This design comes from an exercise in tuning for small area on the open sky130 flow, not from production work. In this exercise RTL edits were held to simulation tests only and were not proved equivalent to the original. Power and IR drop assume default switching activity.

==> flow/sine_table.hex <==
80
80
80
80
81
81
81
81
82
82
82
82
83
83
83
84
84
84
84
85
85
85
85
86
86
86
86
87
87
87
88
88
88
88
89
89
89
89
8a
8a
8a
8a
8b
8b
8b
8b
8c
8c
8c
8d
8d
8d
8d
8e
8e
8e
8e
8f
8f
8f
8f
90
90
90
91
91
91
91
92
92
92
92
93
93
93
93
94
94
94
94
95
95
95
96
96
96
96
97
97
97
97
98
98
98
98
99
99
99
99
9a
9a
9a
9b
9b
9b
9b
9c
9c
9c
9c
9d
9d
9d
9d
9e
9e
9e
9e
9f
9f
9f
9f
a0
a0
a0
a0
a1
a1
a1
a2
a2
a2
a2
a3
a3
a3
a3
a4
a4
a4
a4
a5
a5
a5
a5
a6
a6
a6
a6
a7
a7
a7
a7
a8
a8
a8
a8
a9
a9
a9
a9
aa
aa
aa
aa
ab
ab
ab
ab
ac
ac
ac
ac
ad
ad
ad
ad
ae
ae
ae
ae
af
af
af
af
b0
b0
b0
b0
b1
b1
b1
b1
b2
b2
b2
b2
b3
b3
b3
b3
b4
b4
b4
b4
b5
b5
b5
b5
b6
b6
b6
b6
b7
b7
b7
b7
b7
b8
b8
b8
b8
b9
b9
b9
b9
ba
ba
ba
ba
bb
bb
bb
bb
bc
bc
bc
bc
bc
bd
bd
bd
bd
be
be
be
be
bf
bf
bf
bf
bf
c0
c0
c0
c0
c1
c1
c1
c1
c2
c2
c2
c2
c2
c3
c3
c3
c3
c4
c4
c4
c4
c4
c5
c5
c5
c5
c6
c6
c6
c6
c7
c7
c7
c7
c7
c8
c8
c8
c8
c8
c9
c9
c9
c9
ca
ca
ca
ca
ca
cb
cb
cb
cb
cc
cc
cc
cc
cc
cd
cd
cd
cd
cd
ce
ce
ce
ce
ce
cf
cf
cf
cf
d0
d0
d0
d0
d0
d1
d1
d1
d1
d1
d2
d2
d2
d2
d2
d3
d3
d3
d3
d3
d4
d4
d4
d4
d4
d5
d5
d5
d5
d5
d6
d6
d6
d6
d6
d7
d7
d7
d7
d7
d8
d8
d8
d8
d8
d9
d9
d9
d9
d9
d9
da
da
da
da
da
db
db
db
db
db
dc
dc
dc
dc
dc
dc
dd
dd
dd
dd
dd
de
de
de
de
de
de
df
df
df
df
df
df
e0
e0
e0
e0
e0
e1
e1
e1
e1
e1
e1
e2
e2
e2
e2
e2
e2
e3
e3
e3
e3
e3
e3
e4
e4
e4
e4
e4
e4
e5
e5
e5
e5
e5
e5
e6
e6
e6
e6
e6
e6
e6
e7
e7
e7
e7
e7
e7
e8
e8
e8
e8
e8
e8
e9
e9
e9
e9
e9
e9
e9
ea
ea
ea
ea
ea
ea
ea
eb
eb
eb
eb
eb
eb
eb
ec
ec
ec
ec
ec
ec
ec
ed
ed
ed
ed
ed
ed
ed
ee
ee
ee
ee
ee
ee
ee
ee
ef
ef
ef
ef
ef
ef
ef
ef
f0
f0
f0
f0
f0
f0
f0
f0
f1
f1
f1
f1
f1
f1
f1
f1
f2
f2
f2
f2
f2
f2
f2
f2
f3
f3
f3
f3
f3
f3
f3
f3
f3
f4
f4
f4
f4
f4
f4
f4
f4
f4
f5
f5
f5
f5
f5
f5
f5
f5
f5
f5
f6
f6
f6
f6
f6
f6
f6
f6
f6
f6
f7
f7
f7
f7
f7
f7
f7
f7
f7
f7
f7
f8
f8
f8
f8
f8
f8
f8
f8
f8
f8
f8
f9
f9
f9
f9
f9
f9
f9
f9
f9
f9
f9
f9
f9
fa
fa
fa
fa
fa
fa
fa
fa
fa
fa
fa
fa
fa
fb
fb
fb
fb
fb
fb
fb
fb
fb
fb
fb
fb
fb
fb
fb
fc
fc
fc
fc
fc
fc
fc
fc
fc
fc
fc
fc
fc
fc
fc
fc
fc
fc
fd
fd
fd
fd
fd
fd
fd
fd
fd
fd
fd
fd
fd
fd
fd
fd
fd
fd
fd
fd
fd
fe
fe
fe
fe
fe
fe
fe
fe
fe
fe
fe
fe
fe
fe
fe
fe
fe
fe
fe
fe
fe
fe
fe
fe
fe
fe
fe
fe
fe
fe
fe
ff
ff
ff
ff
ff
ff
ff
ff
ff
ff
ff
ff
ff
ff
ff
ff
ff
ff
ff
ff
ff
ff
ff
ff
ff
ff
ff
ff
ff
ff
ff
ff
ff
ff
ff
ff
ff
ff
ff
ff
ff
ff
ff
ff
ff
ff
ff
ff
ff
ff
ff
ff
ff
ff
ff
ff
ff
ff
ff
ff
ff
ff
ff
ff
ff
ff
ff
ff
ff
ff
ff
ff
ff
ff
ff
ff
ff
ff
ff
ff
ff
ff
ff
ff
ff
fe
fe
fe
fe
fe
fe
fe
fe
fe
fe
fe
fe
fe
fe
fe
fe
fe
fe
fe
fe
fe
fe
fe
fe
fe
fe
fe
fe
fe
fe
fe
fd
fd
fd
fd
fd
fd
fd
fd
fd
fd
fd
fd
fd
fd
fd
fd
fd
fd
fd
fd
fd
fc
fc
fc
fc
fc
fc
fc
fc
fc
fc
fc
fc
fc
fc
fc
fc
fc
fc
fb
fb
fb
fb
fb
fb
fb
fb
fb
fb
fb
fb
fb
fb
fb
fa
fa
fa
fa
fa
fa
fa
fa
fa
fa
fa
fa
fa
f9
f9
f9
f9
f9
f9
f9
f9
f9
f9
f9
f9
f9
f8
f8
f8
f8
f8
f8
f8
f8
f8
f8
f8
f7
f7
f7
f7
f7
f7
f7
f7
f7
f7
f7
f6
f6
f6
f6
f6
f6
f6
f6
f6
f6
f5
f5
f5
f5
f5
f5
f5
f5
f5
f5
f4
f4
f4
f4
f4
f4
f4
f4
f4
f3
f3
f3
f3
f3
f3
f3
f3
f3
f2
f2
f2
f2
f2
f2
f2
f2
f1
f1
f1
f1
f1
f1
f1
f1
f0
f0
f0
f0
f0
f0
f0
f0
ef
ef
ef
ef
ef
ef
ef
ef
ee
ee
ee
ee
ee
ee
ee
ee
ed
ed
ed
ed
ed
ed
ed
ec
ec
ec
ec
ec
ec
ec
eb
eb
eb
eb
eb
eb
eb
ea
ea
ea
ea
ea
ea
ea
e9
e9
e9
e9
e9
e9
e9
e8
e8
e8
e8
e8
e8
e7
e7
e7
e7
e7
e7
e6
e6
e6
e6
e6
e6
e6
e5
e5
e5
e5
e5
e5
e4
e4
e4
e4
e4
e4
e3
e3
e3
e3
e3
e3
e2
e2
e2
e2
e2
e2
e1
e1
e1
e1
e1
e1
e0
e0
e0
e0
e0
df
df
df
df
df
df
de
de
de
de
de
de
dd
dd
dd
dd
dd
dc
dc
dc
dc
dc
dc
db
db
db
db
db
da
da
da
da
da
d9
d9
d9
d9
d9
d9
d8
d8
d8
d8
d8
d7
d7
d7
d7
d7
d6
d6
d6
d6
d6
d5
d5
d5
d5
d5
d4
d4
d4
d4
d4
d3
d3
d3
d3
d3
d2
d2
d2
d2
d2
d1
d1
d1
d1
d1
d0
d0
d0
d0
d0
cf
cf
cf
cf
ce
ce
ce
ce
ce
cd
cd
cd
cd
cd
cc
cc
cc
cc
cc
cb
cb
cb
cb
ca
ca
ca
ca
ca
c9
c9
c9
c9
c8
c8
c8
c8
c8
c7
c7
c7
c7
c7
c6
c6
c6
c6
c5
c5
c5
c5
c4
c4
c4
c4
c4
c3
c3
c3
c3
c2
c2
c2
c2
c2
c1
c1
c1
c1
c0
c0
c0
c0
bf
bf
bf
bf
bf
be
be
be
be
bd
bd
bd
bd
bc
bc
bc
bc
bc
bb
bb
bb
bb
ba
ba
ba
ba
b9
b9
b9
b9
b8
b8
b8
b8
b7
b7
b7
b7
b7
b6
b6
b6
b6
b5
b5
b5
b5
b4
b4
b4
b4
b3
b3
b3
b3
b2
b2
b2
b2
b1
b1
b1
b1
b0
b0
b0
b0
af
af
af
af
ae
ae
ae
ae
ad
ad
ad
ad
ac
ac
ac
ac
ab
ab
ab
ab
aa
aa
aa
aa
a9
a9
a9
a9
a8
a8
a8
a8
a7
a7
a7
a7
a6
a6
a6
a6
a5
a5
a5
a5
a4
a4
a4
a4
a3
a3
a3
a3
a2
a2
a2
a2
a1
a1
a1
a0
a0
a0
a0
9f
9f
9f
9f
9e
9e
9e
9e
9d
9d
9d
9d
9c
9c
9c
9c
9b
9b
9b
9b
9a
9a
9a
99
99
99
99
98
98
98
98
97
97
97
97
96
96
96
96
95
95
95
94
94
94
94
93
93
93
93
92
92
92
92
91
91
91
91
90
90
90
8f
8f
8f
8f
8e
8e
8e
8e
8d
8d
8d
8d
8c
8c
8c
8b
8b
8b
8b
8a
8a
8a
8a
89
89
89
89
88
88
88
88
87
87
87
86
86
86
86
85
85
85
85
84
84
84
84
83
83
83
82
82
82
82
81
81
81
81
80
80
80
80
7f
7f
7f
7e
7e
7e
7e
7d
7d
7d
7d
7c
7c
7c
7b
7b
7b
7b
7a
7a
7a
7a
79
79
79
79
78
78
78
77
77
77
77
76
76
76
76
75
75
75
75
74
74
74
74
73
73
73
72
72
72
72
71
71
71
71
70
70
70
70
6f
6f
6f
6e
6e
6e
6e
6d
6d
6d
6d
6c
6c
6c
6c
6b
6b
6b
6b
6a
6a
6a
69
69
69
69
68
68
68
68
67
67
67
67
66
66
66
66
65
65
65
64
64
64
64
63
63
63
63
62
62
62
62
61
61
61
61
60
60
60
60
5f
5f
5f
5f
5e
5e
5e
5d
5d
5d
5d
5c
5c
5c
5c
5b
5b
5b
5b
5a
5a
5a
5a
59
59
59
59
58
58
58
58
57
57
57
57
56
56
56
56
55
55
55
55
54
54
54
54
53
53
53
53
52
52
52
52
51
51
51
51
50
50
50
50
4f
4f
4f
4f
4e
4e
4e
4e
4d
4d
4d
4d
4c
4c
4c
4c
4b
4b
4b
4b
4a
4a
4a
4a
49
49
49
49
48
48
48
48
48
47
47
47
47
46
46
46
46
45
45
45
45
44
44
44
44
43
43
43
43
43
42
42
42
42
41
41
41
41
40
40
40
40
40
3f
3f
3f
3f
3e
3e
3e
3e
3d
3d
3d
3d
3d
3c
3c
3c
3c
3b
3b
3b
3b
3b
3a
3a
3a
3a
39
39
39
39
38
38
38
38
38
37
37
37
37
37
36
36
36
36
35
35
35
35
35
34
34
34
34
33
33
33
33
33
32
32
32
32
32
31
31
31
31
31
30
30
30
30
2f
2f
2f
2f
2f
2e
2e
2e
2e
2e
2d
2d
2d
2d
2d
2c
2c
2c
2c
2c
2b
2b
2b
2b
2b
2a
2a
2a
2a
2a
29
29
29
29
29
28
28
28
28
28
27
27
27
27
27
26
26
26
26
26
26
25
25
25
25
25
24
24
24
24
24
23
23
23
23
23
23
22
22
22
22
22
21
21
21
21
21
21
20
20
20
20
20
20
1f
1f
1f
1f
1f
1e
1e
1e
1e
1e
1e
1d
1d
1d
1d
1d
1d
1c
1c
1c
1c
1c
1c
1b
1b
1b
1b
1b
1b
1a
1a
1a
1a
1a
1a
19
19
19
19
19
19
19
18
18
18
18
18
18
17
17
17
17
17
17
16
16
16
16
16
16
16
15
15
15
15
15
15
15
14
14
14
14
14
14
14
13
13
13
13
13
13
13
12
12
12
12
12
12
12
11
11
11
11
11
11
11
11
10
10
10
10
10
10
10
10
0f
0f
0f
0f
0f
0f
0f
0f
0e
0e
0e
0e
0e
0e
0e
0e
0d
0d
0d
0d
0d
0d
0d
0d
0c
0c
0c
0c
0c
0c
0c
0c
0c
0b
0b
0b
0b
0b
0b
0b
0b
0b
0a
0a
0a
0a
0a
0a
0a
0a
0a
0a
09
09
09
09
09
09
09
09
09
09
08
08
08
08
08
08
08
08
08
08
08
07
07
07
07
07
07
07
07
07
07
07
06
06
06
06
06
06
06
06
06
06
06
06
06
05
05
05
05
05
05
05
05
05
05
05
05
05
04
04
04
04
04
04
04
04
04
04
04
04
04
04
04
03
03
03
03
03
03
03
03
03
03
03
03
03
03
03
03
03
03
02
02
02
02
02
02
02
02
02
02
02
02
02
02
02
02
02
02
02
02
02
01
01
01
01
01
01
01
01
01
01
01
01
01
01
01
01
01
01
01
01
01
01
01
01
01
01
01
01
01
01
01
00
00
00
00
00
00
00
00
00
00
00
00
00
00
00
00
00
00
00
00
00
00
00
00
00
00
00
00
00
00
00
00
00
00
00
00
00
00
00
00
00
00
00
00
00
00
00
00
00
00
00
00
00
00
00
00
00
00
00
00
00
00
00
00
00
00
00
00
00
00
00
00
00
00
00
00
00
00
00
00
00
00
00
00
00
01
01
01
01
01
01
01
01
01
01
01
01
01
01
01
01
01
01
01
01
01
01
01
01
01
01
01
01
01
01
01
02
02
02
02
02
02
02
02
02
02
02
02
02
02
02
02
02
02
02
02
02
03
03
03
03
03
03
03
03
03
03
03
03
03
03
03
03
03
03
04
04
04
04
04
04
04
04
04
04
04
04
04
04
04
05
05
05
05
05
05
05
05
05
05
05
05
05
06
06
06
06
06
06
06
06
06
06
06
06
06
07
07
07
07
07
07
07
07
07
07
07
08
08
08
08
08
08
08
08
08
08
08
09
09
09
09
09
09
09
09
09
09
0a
0a
0a
0a
0a
0a
0a
0a
0a
0a
0b
0b
0b
0b
0b
0b
0b
0b
0b
0c
0c
0c
0c
0c
0c
0c
0c
0c
0d
0d
0d
0d
0d
0d
0d
0d
0e
0e
0e
0e
0e
0e
0e
0e
0f
0f
0f
0f
0f
0f
0f
0f
10
10
10
10
10
10
10
10
11
11
11
11
11
11
11
11
12
12
12
12
12
12
12
13
13
13
13
13
13
13
14
14
14
14
14
14
14
15
15
15
15
15
15
15
16
16
16
16
16
16
16
17
17
17
17
17
17
18
18
18
18
18
18
19
19
19
19
19
19
19
1a
1a
1a
1a
1a
1a
1b
1b
1b
1b
1b
1b
1c
1c
1c
1c
1c
1c
1d
1d
1d
1d
1d
1d
1e
1e
1e
1e
1e
1e
1f
1f
1f
1f
1f
20
20
20
20
20
20
21
21
21
21
21
21
22
22
22
22
22
23
23
23
23
23
23
24
24
24
24
24
25
25
25
25
25
26
26
26
26
26
26
27
27
27
27
27
28
28
28
28
28
29
29
29
29
29
2a
2a
2a
2a
2a
2b
2b
2b
2b
2b
2c
2c
2c
2c
2c
2d
2d
2d
2d
2d
2e
2e
2e
2e
2e
2f
2f
2f
2f
2f
30
30
30
30
31
31
31
31
31
32
32
32
32
32
33
33
33
33
33
34
34
34
34
35
35
35
35
35
36
36
36
36
37
37
37
37
37
38
38
38
38
38
39
39
39
39
3a
3a
3a
3a
3b
3b
3b
3b
3b
3c
3c
3c
3c
3d
3d
3d
3d
3d
3e
3e
3e
3e
3f
3f
3f
3f
40
40
40
40
40
41
41
41
41
42
42
42
42
43
43
43
43
43
44
44
44
44
45
45
45
45
46
46
46
46
47
47
47
47
48
48
48
48
48
49
49
49
49
4a
4a
4a
4a
4b
4b
4b
4b
4c
4c
4c
4c
4d
4d
4d
4d
4e
4e
4e
4e
4f
4f
4f
4f
50
50
50
50
51
51
51
51
52
52
52
52
53
53
53
53
54
54
54
54
55
55
55
55
56
56
56
56
57
57
57
57
58
58
58
58
59
59
59
59
5a
5a
5a
5a
5b
5b
5b
5b
5c
5c
5c
5c
5d
5d
5d
5d
5e
5e
5e
5f
5f
5f
5f
60
60
60
60
61
61
61
61
62
62
62
62
63
63
63
63
64
64
64
64
65
65
65
66
66
66
66
67
67
67
67
68
68
68
68
69
69
69
69
6a
6a
6a
6b
6b
6b
6b
6c
6c
6c
6c
6d
6d
6d
6d
6e
6e
6e
6e
6f
6f
6f
70
70
70
70
71
71
71
71
72
72
72
72
73
73
73
74
74
74
74
75
75
75
75
76
76
76
76
77
77
77
77
78
78
78
79
79
79
79
7a
7a
7a
7a
7b
7b
7b
7b
7c
7c
7c
7d
7d
7d
7d
7e
7e
7e
7e
7f
7f
7f
==> flow/run.sh <==
#!/bin/bash
# synth_recipe.tcl (not shown) runs the flow's synth.tcl, then flattens the netlist and writes it again
# the make line also repeats each setting of config.mk as NAME=value (left out here)
make -C /OpenROAD-flow-scripts/flow DESIGN_CONFIG=/design/flow/config.mk WORK_HOME=/design/flow/orfs CLKGATE_MAP_FILE= SYNTH_SCRIPT=/design/flow/synth_recipe.tcl finish
==> flow/config.mk <==
export PLATFORM = sky130hd
export DESIGN_NAME = sce
export DESIGN_NICKNAME = sce
export VERILOG_FILES = /design/flow/design.v
export SDC_FILE = /design/flow/constraint.sdc
export NUM_CORES = 4
export LEC_CHECK = 0
export CAP_MARGIN = 20
export CORE_MARGIN = 2
export CORE_UTILIZATION = 40
export SLEW_MARGIN = 20
export SYNTH_MEMORY_MAX_BITS = 32768
==> flow/constraint.sdc <==
create_clock -name core_clock -period 18.0 [get_ports {clk}]
set_input_delay 3.6000 -clock core_clock [delete_from_list [all_inputs] [get_ports {clk}]]
set_output_delay 3.6000 -clock core_clock [all_outputs]
set_load 0.01 [all_outputs]
==> flow/design.v <==
module sce_fadd32 (
    input  wire [31:0] a,
    input  wire [31:0] b,
    output reg  [31:0] y
);
    wire        swap  = (b[30:0] > a[30:0]);
    wire [31:0] bg    = swap ? b : a;
    wire [31:0] lil   = swap ? a : b;
    wire [7:0]  eb_raw = bg[30:23];
    wire [7:0]  es_raw = lil[30:23];
    wire [7:0]  eb = (eb_raw == 8'd0) ? 8'd1 : eb_raw;
    wire [7:0]  es = (es_raw == 8'd0) ? 8'd1 : es_raw;
    wire [23:0] mb = {(eb_raw != 8'd0), bg[22:0]};
    wire [23:0] ms = {(es_raw != 8'd0), lil[22:0]};
    wire [7:0]  d  = eb - es;
    wire        sub = bg[31] ^ lil[31];
    wire [26:0] xb = {mb, 3'b000};
    wire [26:0] xs_full = {ms, 3'b000};
    wire [26:0] xs_shift = xs_full >> d;
    wire [26:0] lost_mask = ~({27{1'b1}} << d);
    wire        sticky = |(xs_full & lost_mask);
    wire [26:0] xs = {xs_shift[26:1], xs_shift[0] | sticky};
    reg  [27:0] sum;
    reg  [26:0] m;
    reg  [8:0]  e;
    reg  [4:0]  lz;
    reg  [8:0]  sh;
    reg         found;
    reg         rnd;
    reg  [31:0] pk;
    integer     i;
    always @(*) begin
        e     = {1'b0, eb};
        lz    = 5'd0;
        found = 1'b0;
        sh    = 9'd0;
        if (!sub) begin
            sum = {1'b0, xb} + {1'b0, xs};
            if (sum[27]) begin
                m = {sum[27:2], sum[1] | sum[0]};
                e = e + 9'd1;
            end else begin
                m = sum[26:0];
            end
        end else begin
            sum = {1'b0, xb} - {1'b0, xs};
            lz = 5'd27;
            found = 1'b0;
            for (i = 26; i >= 0; i = i - 1) begin
                if (!found && sum[i]) begin
                    lz = 5'd26 - i[4:0];
                    found = 1'b1;
                end
            end
            if ({4'd0, lz} < e - 9'd1)
                sh = {4'd0, lz};
            else
                sh = e - 9'd1;
            m = sum[26:0] << sh;
            e = e - sh;
        end
        rnd = m[2] & (m[1] | m[0] | m[3]);
        pk = {1'b0, (m[26] ? e[7:0] : 8'd0), m[25:3]} + {31'd0, rnd};
        if (m == 27'd0)
            y = {(bg[31] & lil[31]), 31'd0};
        else if (e >= 9'd255 && m[26])
            y = {bg[31], 8'hff, 23'd0};
        else
            y = {bg[31], pk[30:0]};
    end
endmodule
module sce (
    input  wire        clk,
    input  wire        rst,           
    input  wire        strobe,        
    input  wire        bus_valid,
    input  wire        bus_write,
    input  wire [7:0]  bus_addr,
    input  wire [31:0] bus_wdata,
    output wire        bus_ready,
    output reg  [31:0] bus_rdata,
    output reg         bus_err,
    input  wire        ready_in,
    input  wire        fault_in,
    output wire [7:0]  pwm_a,
    output wire [7:0]  pwm_b,
    output wire [7:0]  pwm_c,
    output wire        en_a,
    output wire        en_b,
    output wire        en_c,
    output wire        drv_reset,
    output wire        drv_sleep,
    output wire        led_success,
    output wire        led_fault
);
    localparam [31:0] N_F32  = 32'h453B8000;    
    localparam [12:0] N_INT  = 13'd3000;
    localparam [11:0] THIRD  = 12'd1000;
    localparam [2:0] S_IDLE   = 3'd0,
                     S_ADD    = 3'd1,
                     S_DECOMP = 3'd2,
                     S_MOD    = 3'd3,
                     S_BUILD  = 3'd4,
                     S_NEG    = 3'd5,
                     S_COMMIT = 3'd6;
    reg        arm, en_a_r, en_b_r, en_c_r, drv_reset_r, drv_sleep_r;
    reg        ind_success, ind_fault, halted;
    reg [31:0] speed;
    reg [31:0] phase;
    reg [7:0]  duty0, duty1, duty2;
    reg [2:0]  state;
    reg [31:0] spd_tick;      
    reg        fault_tick;    
    reg [31:0] x;             
    reg [23:0] shreg;         
    reg [7:0]  cnt;           
    reg [11:0] rem;           
    reg [11:0] frac;          
    reg [3:0]  fbits;         
    reg [7:0] table_rom [0:2999];
    initial $readmemh("sine_table.hex", table_rom);
    reg  [31:0] add_a, add_b;
    wire [31:0] add_y;
    sce_fadd32 u_add (.a(add_a), .b(add_b), .y(add_y));
    always @(*) begin
        if (state == S_NEG) begin
            add_a = x;
            add_b = N_F32;
        end else begin
            add_a = phase;
            add_b = spd_tick;
        end
    end
    wire busy = (state != S_IDLE);
    assign bus_ready = !busy && !strobe;
    wire acc     = bus_valid && bus_ready;
    wire wr_ctrl = acc && bus_write && (bus_addr == 8'h00);
    wire wr_spd  = acc && bus_write && (bus_addr == 8'h08);
    always @(*) begin
        bus_rdata = 32'd0;
        bus_err   = 1'b0;
        if (bus_write) begin
            bus_err = !(bus_addr == 8'h00 || bus_addr == 8'h08);
        end else begin
            case (bus_addr)
                8'h00: bus_rdata = {24'd0, ind_fault, ind_success, drv_sleep_r, drv_reset_r,
                                    en_c_r, en_b_r, en_a_r, arm};
                8'h04: bus_rdata = {29'd0, halted, fault_in, ready_in};
                8'h08: bus_rdata = speed;
                8'h0C: bus_rdata = phase;
                8'h10: bus_rdata = {24'd0, duty0};
                8'h14: bus_rdata = {24'd0, duty1};
                8'h18: bus_rdata = {24'd0, duty2};
                default: bus_err = 1'b1;
            endcase
        end
    end
    wire [7:0]  x_exp  = x[30:23];
    wire [23:0] x_man  = {(x_exp != 8'd0), x[22:0]};
    wire        x_small = (x[30:0] < N_F32[30:0]);        
    wire [7:0]  x_shift = 8'd150 - x_exp;
    wire [3:0]  x_fbits = (x_exp < 8'd150) ? x_shift[3:0] : 4'd0;
    wire [11:0] x_frac  = x_man[11:0] & ~(12'hfff << x_fbits);
    wire [12:0] rem2    = {rem, shreg[23]};
    wire [12:0] rem_nxt = (rem2 >= N_INT) ? (rem2 - N_INT) : rem2;
    wire [23:0] w = ({12'd0, rem} << fbits) | {12'd0, frac};
    reg  [4:0]  w_lead;
    reg  [23:0] w_norm;
    reg  [31:0] w_f32;
    integer     k;
    always @(*) begin
        w_lead = 5'd0;
        for (k = 0; k < 24; k = k + 1)
            if (w[k]) w_lead = k[4:0];
        w_norm = w << (5'd23 - w_lead);
        w_f32  = {x[31], (8'd127 + {3'd0, w_lead} - {4'd0, fbits}), w_norm[22:0]};
        if (w == 24'd0)
            w_f32 = 32'd0;
    end
    wire [8:0]  p_exp = {1'b0, x[30:23]};
    wire [23:0] p_man = {1'b1, x[22:0]};
    wire [23:0] p_int = p_man >> (9'd150 - p_exp);
    wire [11:0] idx0  = (p_exp < 9'd127) ? 12'd0 : p_int[11:0];
    wire [11:0] idx1  = (idx0 >= 12'd2000) ? (idx0 - 12'd2000) : (idx0 + THIRD);
    wire [11:0] idx2  = (idx0 >= 12'd1000) ? (idx0 - 12'd1000) : (idx0 + 12'd2000);
    wire speed_nonfinite = (speed[30:23] == 8'hff);
    always @(posedge clk) begin
        if (rst) begin
            arm         <= 1'b0;
            en_a_r      <= 1'b0;
            en_b_r      <= 1'b0;
            en_c_r      <= 1'b0;
            drv_reset_r <= 1'b0;
            drv_sleep_r <= 1'b0;
            ind_success <= 1'b0;
            ind_fault   <= 1'b0;
            halted      <= 1'b0;
            speed       <= 32'd0;
            phase       <= 32'd0;
            duty0       <= 8'd0;
            duty1       <= 8'd0;
            duty2       <= 8'd0;
            state       <= S_IDLE;
            spd_tick    <= 32'd0;
            fault_tick  <= 1'b0;
            x           <= 32'd0;
            shreg       <= 24'd0;
            cnt         <= 8'd0;
            rem         <= 12'd0;
            frac        <= 12'd0;
            fbits       <= 4'd0;
        end else begin
            if (wr_ctrl) begin
                if (!halted) begin
                    arm    <= bus_wdata[0];
                    en_a_r <= bus_wdata[1];
                    en_b_r <= bus_wdata[2];
                    en_c_r <= bus_wdata[3];
                end else begin
                    arm    <= 1'b0;
                    en_a_r <= 1'b0;
                    en_b_r <= 1'b0;
                    en_c_r <= 1'b0;
                end
                drv_reset_r <= bus_wdata[4];
                drv_sleep_r <= bus_wdata[5];
                ind_success <= bus_wdata[6];
                if (bus_wdata[7])
                    ind_fault <= 1'b1;
            end
            if (wr_spd)
                speed <= bus_wdata;
            case (state)
                S_IDLE: begin
                    if (strobe && arm && !halted) begin
                        if (speed_nonfinite) begin
                            halted <= 1'b1;
                            arm    <= 1'b0;
                            en_a_r <= 1'b0;
                            en_b_r <= 1'b0;
                            en_c_r <= 1'b0;
                        end else begin
                            spd_tick   <= speed;
                            fault_tick <= fault_in;
                            state      <= S_ADD;
                        end
                    end
                end
                S_ADD: begin
                    x     <= add_y;
                    state <= S_DECOMP;
                end
                S_DECOMP: begin
                    if (x_small) begin
                        if (x[30:0] == 31'd0)
                            x <= 32'd0;
                        state <= S_NEG;
                    end else begin
                        shreg <= x_man;
                        cnt   <= x_exp - 8'd126;    
                        rem   <= 12'd0;
                        frac  <= x_frac;
                        fbits <= x_fbits;
                        state <= S_MOD;
                    end
                end
                S_MOD: begin
                    rem   <= rem_nxt[11:0];
                    shreg <= {shreg[22:0], 1'b0};
                    cnt   <= cnt - 8'd1;
                    if (cnt == 8'd1)
                        state <= S_BUILD;
                end
                S_BUILD: begin
                    x     <= w_f32;
                    state <= S_NEG;
                end
                S_NEG: begin
                    if (x[31]) begin
                        if (add_y[30:0] >= N_F32[30:0])
                            x <= 32'd0;
                        else
                            x <= add_y;
                    end
                    state <= S_COMMIT;
                end
                S_COMMIT: begin
                    phase <= x;
                    duty0 <= table_rom[idx0];
                    duty1 <= table_rom[idx1];
                    duty2 <= table_rom[idx2];
                    if (fault_tick)
                        ind_fault <= 1'b1;
                    state <= S_IDLE;
                end
                default: state <= S_IDLE;
            endcase
        end
    end
    assign pwm_a       = duty0;
    assign pwm_b       = duty1;
    assign pwm_c       = duty2;
    assign en_a        = en_a_r;
    assign en_b        = en_b_r;
    assign en_c        = en_c_r;
    assign drv_reset   = drv_reset_r;
    assign drv_sleep   = drv_sleep_r;
    assign led_success = ind_success;
    assign led_fault   = ind_fault;
endmodule
==> summary.txt <==
status no timing/DRC/antenna violations; DRC errors left 0; detailed-routing iteration count for the pre-antenna-repair pass 10; Antenna Violating Nets Remaining 0; DR WL/cell 30.5 um; pin count of the biggest net entering global routing 88; Crit path depth 70; slowest cell on the critical path or4_1; total vias in the final route 60400; clock slew at reported path FFs 0.06 ns; nature of the critical path endpoint flop; part of the Yosys area used for sequential elements 0.101; CP Max Fanout 25; worst rel slew slack 0.116; cell type with the largest total area after synthesis dfxtp_1; vertical die dimension ~340 um; area fraction of the dominant cell type after synthesis 0.101; Arr. time, crit path between 15 and 20 ns; maximum clock frequency 58.8 MHz; dominant synthesized flop cell dfxtp_1; power density normalized to cell area 24.1 nW/um^2; Cells after Synth 7183; number of setup violations in the final report 0; detailed router's first-iteration violation count 9422; slew at the pin closest to its max-slew limit 1.32 ns; maxcap violations 0; critical path data required time 18.41 ns; TritonCTS clock tree yes; async set-reset flop share out of synthesis 0; library cell appearing most often on the critical path a21oi_1; Chip Width 338 um; Min-Delay Path Class flop to flop; classification of the worst setup path flop to flop; Finished Core Util 0.441; depth of the CTS H-tree 1; Final Max Slew Viols 0; clock root buffer clkbuf_16; number of antenna violations at the first check in global routing 9; number of enable flip-flop cells after synthesis 0; post-synthesis sequential element count 225; kind of launch point of the worst setup path flop; sum of negative setup slack 0 ns; last element of the critical path x[1]; yosys synthesis warning count 2; layer carrying the most global-route usage met2; die footprint 114000 um^2; critical path's top delay family compound AO/OA/AOI/OAI gates; beginning of the worst register-to-register path state[1]; clock latency of the later-clocked register in the worst-skew pair 0.63 ns; maximum root-to-sink buffer count 3; Hold Vio Cnt, Final 0; area of the core region 111000 um^2; min cycle time layout 17.00 ns; first-pass GRT wire length 373000 um; RD Place Congestion 1.02; max incr delay on CP between 0.5 and 0.6 ns; number of sinks handled by clock tree synthesis roughly 230; worst setup slack for register-to-register paths 1.0 ns; Buffers on Ports 111; layout cells sized above 1 0.0932; library cells used by synthesis 121; Post-DP HPWL roughly 190000 um; top cells by area in the synthesized netlist dfxtp_1 10%, a21oi_1 9.8%, nand2_1 8.8%; global routing met2 resource utilization 0.662; crit share post-route 0.945; number of nets at the end of the flow 7147; number of buffers added by the clock tree synthesis step 29; via density per instance approximately 7.1; global-route met1 utilization 0.526; standard-cell row count 122; I/O Pins 112; area added between synthesis and finish 9.39%; cell area after technology mapping 44500 um^2; RSZ-0062 raised after global routing false; number of buffers added to fix hold violations after cts 0; crit path buf inv count 9; Fin Clk Skew 0.0586 ns; Tot GR Track Use 0.429; Initial Util 0.403; standby leakage power 17.7 nW; met3 track demand over resource 0.0939; worst setup path startpoint state[1]; worst flop-to-flop path endpoint x[1]; Synth Area per Inst between 6 and 7 um^2; number of cells on the worst reg-to-reg path 70; worst voltage drop across the vdd grid between 60 and 70 uV; number of global-route vias before repair ~55000; sum of overflow across all layers after global routing 0; count of fill cells added during filler insertion 12100; final wirelength 258000 um
==> cell usage after synthesis, drive strengths merged (29+ instances only) <==
cell type  count
a31oi        133
mux2          51
xor2          29
o21ai        595
nand4         65
a221oi        86
ha           163
dfxtp        225
o311ai        96
clkbuf       581
o2111ai       49
nand2       1051
nor4          55
and2          46
or3           43
nor3         205
buf          145
o221ai        74
o31ai         40
mux2i        167
nand2b        40
o22ai         85
inv          137
nand3        223
nor2         817
o211ai       184
a211oi       149
a311oi        79
a21oi        876
mux4          33
a21o          43
and3          43
xnor2        114
a22oi         71
==> through the flow <==
stage / hold slack [ns] / setup slack [ns] / power, mW / instance area [um^2] / cells
after floorplan: 0.429 / 0.268 / 0.525 / 44500 / 7185
after global placement: 0.441 / 0.599 / 0.544 / 47500 / 8383
after detailed placement: 0.445 / 0.523 / 0.544 / 47500 / 8383
after CTS: 0.454 / 0.454 / 1.18 / 48500 / 8437
after global routing: 0.472 / 0.0335 / 1.21 / 48700 / 8449
final: 0.454 / 0.999 / 1.18 / 48700 / 8452
==> worst reg2reg max path, delay by kind of cell (launching register included) <==
kind	cells	cell delay, ns
AO/OA/AOI/OAI	31	6.70
adder cells (fa/ha/maj)	5	1.25
buffers and inverters	9	1.47
flip-flops	1	0.44
multiplexers	2	0.55
AND/OR/NAND/NOR	23	6.40
==> cell families after synthesis <==
| family | count (synthesis) | synth area share |
|---|---|---|
| xor+xnor | 143 | 0.0283 |
| flops | 225 | 0.101 |
| fa+ha+maj | 169 | 0.0481 |
| other cells | 1 | 0.0000842 |
| buf+inv | 867 | 0.0757 |
| mux | 251 | 0.0676 |
| compound gates | 2819 | 0.409 |
| simple gates | 2708 | 0.270 |
==> sequential cells by signal (all words and copies together), names as in the netlist, 3 cells and up <==
name	count
phase	32
spd_tick	32
speed	32
x	32
shreg	24
frac	12
rem	12
cnt	8
duty0	8
duty1	8
duty2	8
fbits	4
state	3
==> power breakdown <==
part	internal (mW)	total [mW]	switching (mW)
Combinational	0.0142	0.0352	0.0210
Clock	0.378	0.643	0.264
Sequential	0.498	0.498	0.000150
Total	0.890	1.18	0.286
==> how the worst min path moves through the flow <==
| stage | end | cells after the start | startpoint | slack [ns] |
|---|---|---|---|---|
| final | frac[1] | 2 | frac[1] | 0.45 |
| after global routing | frac[7] | 2 | frac[7] | 0.47 |
| after CTS | frac[1] | 2 | frac[1] | 0.45 |
| after detailed placement | frac[5] | 2 | frac[5] | 0.44 |
| after global placement | frac[7] | 2 | frac[7] | 0.44 |
| after floorplan | frac[6] | 2 | frac[6] | 0.43 |
==> metal layers <==
| layer | vias up | wire (um) |
|---|---|---|
| met5 | - | 27 |
| met4 | 4 | 22600 |
| met3 | 1181 | 28500 |
| met2 | 4401 | 110000 |
| met1 | 28400 | 96700 |
| li1 | 26400 | - |
==> cells in the final DEF (no fill, tap or decap), types with 82 or more instances in the layout <==
master           instances
nand2_1               1042
a21oi_1                866
nor2_1                 805
o21ai_0                568
buf_4                  325
dfxtp_1                222
nand3_1                221
nor3_1                 195
o211ai_1               180
ha_1                   158
mux2i_1                156
a211oi_1               146
a31oi_1                131
inv_1                  123
clkdlybuf4s50_1        110
xnor2_1                 95
o311ai_0                92
o22ai_1                 84
a221oi_1                82
==> final cells by class <==
type / count / area [um^2] / area share
Multi-Input combinational cell: 6093 / 37100 / 0.761
Sequential cell: 225 / 4510 / 0.0926
Timing Repair Buffer: 443 / 3700 / 0.0760
Tap cell: 1488 / 1860 / 0.0382
Clock buffer: 34 / 764 / 0.0157
Inverter: 141 / 533 / 0.0109
Clock inverter: 20 / 262 / 0.00537
Antenna cell: 8 / 20.0 / 0.000411
==> repair_timing <==
action                     in CTS  in global routing
setup endpoints to repair       0                 32
gates resized for setup         0                 19
buffers inserted                0                  6

[static timing again, ports no longer ideal]
The results above use ideal ports. As a check the final layout listed here was re-extracted and re-timed, cells and wires unchanged.
Step 1, drivers: a clkbuf_16 drives clk and a buf_2 each remaining input, both assumed.
Step 2 times the ports against the registers' clock, not the clock port: input delays grow and output delays shrink by t, the midpoint of the rising clock arrivals with the driver on.
Three values: no drivers, after step 1, after step 2; two values: the first two.
t (ns): 0.665
slack for setup (ns): 0.999 / 0.999 / 0.999
clock arrival spread, ns: 0.059 / 0.059
pins driven straight from the clock port: 1
After both steps this run still meets setup and hold. The setup slack of this run moves by 0.000 ns with the drivers and by 0.000 ns with both steps.
